This design comes from an exercise in tuning for small area, a short achievable clock period and few clock cycles per item on the open sky130 flow, not from production work.

== exp/sierra ==
Design bms_encoder, start of the top module:
module bms_encoder (
    input  wire        clk,
    input  wire        rst,
    input  wire [7:0]  a_local,
    input  wire        req_valid,
    output wire        req_ready,
    input  wire [2:0]  req_kind,
    input  wire [31:0] req_x0,
    input  wire [31:0] req_x1,
    input  wire [31:0] req_x2,
    input  wire [31:0] req_x3,
    input  wire [31:0] req_x4,
    input  wire [7:0]  req_u0,
    input  wire [7:0]  req_u1,
    input  wire [55:0] req_bitmap,
    output reg         out_valid,
    input  wire        out_ready,
    output reg         out_err,
    output wire [7:0]  out_err_idx,
    output wire [31:0] out_id,
    output wire [63:0] out_data
);
==> module bms_encoder, before the edit <==
module bms_encoder (
    input  wire        clk,
    input  wire        rst,
    input  wire [7:0]  a_local,
    input  wire        req_valid,
    output wire        req_ready,
    input  wire [2:0]  req_kind,
    input  wire [31:0] req_x0,
    input  wire [31:0] req_x1,
    input  wire [31:0] req_x2,
    input  wire [31:0] req_x3,
    input  wire [31:0] req_x4,
    input  wire [7:0]  req_u0,
    input  wire [7:0]  req_u1,
    input  wire [55:0] req_bitmap,
    output reg         out_valid,
    input  wire        out_ready,
    output reg         out_err,
    output wire [7:0]  out_err_idx,
    output wire [31:0] out_id,
    output wire [63:0] out_data
);
    wire k_va  = !req_kind[2] && !req_kind[0];           
    wire k_st  = req_kind == 3'd1;                       
    wire k_vc  = req_kind == 3'd3;                       
    wire k_tp  = req_kind == 3'd4;                       
    wire k_ch  = k_vc || k_tp;                           
    wire k_bal = req_kind == 3'd5;                       
    wire        h = req_kind[2];
    wire [15:0] lo0, lo1, lo2;
    wire [9:0]  hi0, hi1;
    wire        go0, go1, go2;
    wire [1:0]  c0, c1, c2;
    bms_seg #(.W(42)) u_s0 (.x(req_x0), .h(h), .lo(lo0), .go(go0), .ca(c0[0]), .cb(c0[1]), .hi(hi0));
    bms_seg #(.W(42)) u_s1 (.x(req_x1), .h(h), .lo(lo1), .go(go1), .ca(c1[0]), .cb(c1[1]), .hi(hi1));
    wire [31:0] x2c = {{6{req_x2[25]}}, req_x2[25:0]};
    bms_seg #(.W(32)) u_s2 (.x(x2c), .h(!req_kind[0]), .lo(lo2), .go(go2), .ca(c2[0]), .cb(c2[1]), .hi());
    wire [7:0] q2s, q3;
    bms_u8 u_q2s (.x(req_x2), .q(q2s));
    bms_u8 u_q3  (.x(req_x3), .q(q3));
    wire [7:0] q4 = req_x4[23:16] + {7'd0, req_x4[31] && (req_x4[15:0] != 16'd0)};
    wire ok0k, ok1k, ok2k, ok0h, ok1h, ok2h, ok2s, ok3s, ok4;
    bms_scale #(.XLO(-2147549),  .XHI(2147483))  u_ok0k (.x(req_x0), .ok(ok0k));
    bms_scale #(.XLO(-2147549),  .XHI(2147483))  u_ok1k (.x(req_x1), .ok(ok1k));
    bms_scale #(.XLO(-2147549),  .XHI(2147483))  u_ok2k (.x(req_x2), .ok(ok2k));
    bms_scale #(.XLO(-21475491), .XHI(21474836)) u_ok0h (.x(req_x0), .ok(ok0h));
    bms_scale #(.XLO(-21475491), .XHI(21474836)) u_ok1h (.x(req_x1), .ok(ok1h));
    bms_scale #(.XLO(-21475491), .XHI(21474836)) u_ok2h (.x(req_x2), .ok(ok2h));
    bms_scale #(.XLO(-257),      .XHI(65793))    u_ok2s (.x(req_x2), .ok(ok2s));
    bms_scale #(.XLO(-257),      .XHI(65793))    u_ok3s (.x(req_x3), .ok(ok3s));
    bms_scale #(.XLO(-8454143),  .XHI(8388607))  u_ok4  (.x(req_x4), .ok(ok4));
    wire [8:0] first = {1'b0, req_u0};
    wire [8:0] count = {1'b0, req_u1};
    wire [8:0] first1 = first + 9'd1;
    wire [8:0] first2 = first + 9'd2;
    wire use0 = first < count;
    wire use1 = first1 < count;
    wire use2 = first2 < count;
    wire f0 = use0 && !(h ? ok0h : ok0k);
    wire f1 = use1 && !(h ? ok1h : ok1k);
    wire f2 = use2 && !(h ? ok2h : ok2k);
    wire s_err = !ok0k || !ok1k || !ok2s || !ok3s || !ok4;
    wire [2:0] s_idx = !ok0k ? 3'd0 : !ok1k ? 3'd1 : !ok2s ? 3'd2 : !ok3s ? 3'd3 : 3'd4;
    wire [7:0] c_idx = f0 ? req_u0 : f1 ? first1[7:0] : first2[7:0];
    wire       r_err = k_st ? s_err : k_ch ? (f0 || f1 || f2) : 1'b0;
    wire [7:0] r_idx = k_ch ? c_idx : {5'd0, s_idx};
    reg [63:0] r_data;
    reg [7:0]  r_ci;
    always @(*) begin
        if (k_va) begin
            r_data = {lo0[15:10], hi0, lo0, lo1[15:10], hi1, lo1};
            r_ci   = {2'b00, c0, 2'b00, c1};
        end else if (k_st) begin
            r_data = {lo0, lo1, q2s, q3, q4, req_u0};
            r_ci   = {c0, c1, 4'd0};
        end else if (k_ch) begin
            r_data = {req_u0, req_u1,
                      use0 ? lo0 : 16'd0,
                      use1 ? lo1 : 16'd0,
                      use2 ? lo2 : 16'd0};
            r_ci   = {2'b00, use0 ? c0 : 2'b00, use1 ? c1 : 2'b00, use2 ? c2 : 2'b00};
        end else if (k_bal) begin
            r_data = {req_u0, req_bitmap};
            r_ci   = 8'd0;
        end else begin
            r_data = {req_u0, req_u1, 48'd0};
            r_ci   = 8'd0;
        end
    end
    reg [2:0]  out_kind;
    reg [63:0] out_reg;
    reg [7:0]  out_ci;
    reg [1:0]  out_go;
    assign req_ready = !out_valid || out_ready;
    always @(posedge clk) begin
        if (rst) begin
            out_valid <= 1'b0;
        end else if (req_ready) begin
            out_valid <= req_valid;
        end
        if (req_ready) begin
            out_err  <= r_err;
            out_kind <= req_kind;
            out_reg  <= {r_data[63:8], r_err ? r_idx : r_data[7:0]};
            out_ci   <= r_ci;
            out_go   <= {go0, go1};
        end
    end
    assign out_err_idx = out_reg[7:0];
    wire        o_va = !out_kind[2] && !out_kind[0];
    wire [15:0] l2 = out_reg[47:32] + {15'd0, out_ci[5]} + {15'd0, out_ci[4]};
    wire [15:0] l0 = out_reg[15:0]  + {15'd0, out_ci[1]} + {15'd0, out_ci[0]};
    wire        x2 = (&out_reg[47:33]) && ((out_reg[32] && (out_ci[5] || out_ci[4])) || (out_ci[5] && out_ci[4]));
    wire        x0 = (&out_reg[15:1])  && ((out_reg[0]  && (out_ci[1] || out_ci[0])) || (out_ci[1] && out_ci[0]));
    wire [1:0]  c32_0 = {1'b0, out_go[1]} + {1'b0, x2};
    wire [1:0]  c32_1 = {1'b0, out_go[0]} + {1'b0, x0};
    wire [9:0]  r3a = out_reg[57:48] + 10'd1, r3b = out_reg[57:48] + 10'd2;
    wire [9:0]  r1a = out_reg[25:16] + 10'd1, r1b = out_reg[25:16] + 10'd2;
    wire [9:0]  h3 = c32_0[1] ? r3b : c32_0[0] ? r3a : out_reg[57:48];
    wire [9:0]  h1 = c32_1[1] ? r1b : c32_1[0] ? r1a : out_reg[25:16];
    wire [15:0] l3 = o_va ? {{6{h3[9]}}, h3} : out_reg[63:48] + {15'd0, out_ci[7]} + {15'd0, out_ci[6]};
    wire [15:0] l1 = o_va ? {{6{h1[9]}}, h1} : out_reg[31:16] + {15'd0, out_ci[3]} + {15'd0, out_ci[2]};
    assign out_data = {l3, l2, l1, l0};
    reg [7:0] pt;
    always @(*) begin
        case (out_kind)
            3'd0: pt = 8'd38;
            3'd1: pt = 8'd45;
            3'd2: pt = 8'd40;
            3'd3: pt = 8'd41;
            3'd4: pt = 8'd43;
            3'd5: pt = 8'd42;
            default: pt = 8'd255;
        endcase
    end
    assign out_id = {16'h8000, pt, a_local};
endmodule
export LEC_CHECK = 0
export CAP_MARGIN = 20
export CORE_MARGIN = 2
export CORE_UTILIZATION = 40
export SLEW_MARGIN = 20
create_clock -name core_clock -period 12.0 [get_ports {clk}]
standard.sh (not shown) runs the stock make flow with config.mk's settings and CLKGATE_MAP_FILE= SYNTH_SCRIPT=/design/flow/synth_recipe.tcl, a recipe that flattens the netlist after the stock synthesis.
==> flow/flow/run.sh <==
#!/bin/bash
# Standard layout, with plain buf_2 cells as the port buffers and timing
# repair aimed at a setup slack of 6 ns.
set -euo pipefail
export BUFFER_PORTS_ARGS="-buffer_cell sky130_fd_sc_hd__buf_2"
export SETUP_SLACK_MARGIN=6
bash standard.sh > standard.log 2>&1
The inputs of exp/willow differ from those of exp/sierra as listed below.
--- a/flow/design.v
+++ b/flow/design.v
@@ -154,25 +154,21 @@
             out_ci   <= r_ci;
             out_go   <= {go0, go1};
         end
     end
     assign out_err_idx = out_reg[7:0];
     wire        o_va = !out_kind[2] && !out_kind[0];
-    wire [15:0] l2 = out_reg[47:32] + {15'd0, out_ci[5]} + {15'd0, out_ci[4]};
-    wire [15:0] l0 = out_reg[15:0]  + {15'd0, out_ci[1]} + {15'd0, out_ci[0]};
-    wire        x2 = (&out_reg[47:33]) && ((out_reg[32] && (out_ci[5] || out_ci[4])) || (out_ci[5] && out_ci[4]));
-    wire        x0 = (&out_reg[15:1])  && ((out_reg[0]  && (out_ci[1] || out_ci[0])) || (out_ci[1] && out_ci[0]));
-    wire [1:0]  c32_0 = {1'b0, out_go[1]} + {1'b0, x2};
-    wire [1:0]  c32_1 = {1'b0, out_go[0]} + {1'b0, x0};
-    wire [9:0]  r3a = out_reg[57:48] + 10'd1, r3b = out_reg[57:48] + 10'd2;
-    wire [9:0]  r1a = out_reg[25:16] + 10'd1, r1b = out_reg[25:16] + 10'd2;
-    wire [9:0]  h3 = c32_0[1] ? r3b : c32_0[0] ? r3a : out_reg[57:48];
-    wire [9:0]  h1 = c32_1[1] ? r1b : c32_1[0] ? r1a : out_reg[25:16];
-    wire [15:0] l3 = o_va ? {{6{h3[9]}}, h3} : out_reg[63:48] + {15'd0, out_ci[7]} + {15'd0, out_ci[6]};
-    wire [15:0] l1 = o_va ? {{6{h1[9]}}, h1} : out_reg[31:16] + {15'd0, out_ci[3]} + {15'd0, out_ci[2]};
-    assign out_data = {l3, l2, l1, l0};
+    wire [16:0] l2 = {1'b0, out_reg[47:32]} + {15'd0, out_ci[5]} + {15'd0, out_ci[4]};
+    wire [16:0] l0 = {1'b0, out_reg[15:0]}  + {15'd0, out_ci[1]} + {15'd0, out_ci[0]};
+    wire [1:0]  c32_0 = {1'b0, out_go[1]} + {1'b0, l2[16]};
+    wire [1:0]  c32_1 = {1'b0, out_go[0]} + {1'b0, l0[16]};
+    wire [15:0] m3 = out_reg[63:48] + (o_va ? {14'd0, c32_0} : {15'd0, out_ci[7]} + {15'd0, out_ci[6]});
+    wire [15:0] m1 = out_reg[31:16] + (o_va ? {14'd0, c32_1} : {15'd0, out_ci[3]} + {15'd0, out_ci[2]});
+    wire [15:0] l3 = o_va ? {{6{m3[9]}}, m3[9:0]} : m3;
+    wire [15:0] l1 = o_va ? {{6{m1[9]}}, m1[9:0]} : m1;
+    assign out_data = {l3, l2[15:0], l1, l0[15:0]};
     reg [7:0] pt;
     always @(*) begin
         case (out_kind)
             3'd0: pt = 8'd38;
             3'd1: pt = 8'd45;
             3'd2: pt = 8'd40;
Notes after the runs:
The clock network contribution to total cell area of exp/willow exceeds that of exp/sierra by 0.18 points. Share of the final layout cell area in sequential cells: exp/willow vs exp/sierra — no meaningful difference. From exp/sierra to exp/willow the numbers moved as follows: worst setup slack before clock tree synthesis decreased by 380 ps relative to the old numbers, hold slack decreased by 350 ps relative to the old numbers. [compare] base=exp/sierra new=exp/willow: non-clock buffer count has increased; multi-input gate share of the layout cell area went down 0.84 points. Final hold violation count delta (exp/sierra -> exp/willow): insignificant. exp/sierra → exp/willow: wire length now sits lower; mean post-synth cell area now sits higher. exp/sierra was routed with more vias than exp/willow. Delta (exp/willow minus exp/sierra): adder-cell share of the synthesized area went up; parity-gate share of the synthesized area counting xor and xnor cells went up; post-route core utilization went up; final cell count without fillers went down.
No functional check of the RTL was part of any run of this note.

[afterwards: timing with drivers on the ports]
How much do the figures lean on ideal ports? The routed layouts below were timed once more, with nothing changed but the port constraints. Step 1, drivers: a clkbuf_16 drives clk and a buf_2 each remaining input, both assumed. Step 2 also shifts input and output timing later by t, the mid clock arrival at the registers, as if the neighbouring blocks saw the same clock. a / b / c = ideal / step 1 / step 2; a / b = the first two.
run | shift t [ns] | slack for setup (ns) | worst setup path after step 2
exp/sierra | 0.390 | 6.139 / 6.149 / 5.759 | input to register
exp/willow | 0.399 | 6.002 / 5.948 / 5.582 | input to register
After both steps setup and hold are still met in every run listed. For exp/willow, which loses most, drivers alone change the setup slack by -0.054 ns; drivers and shift together by -0.420 ns.
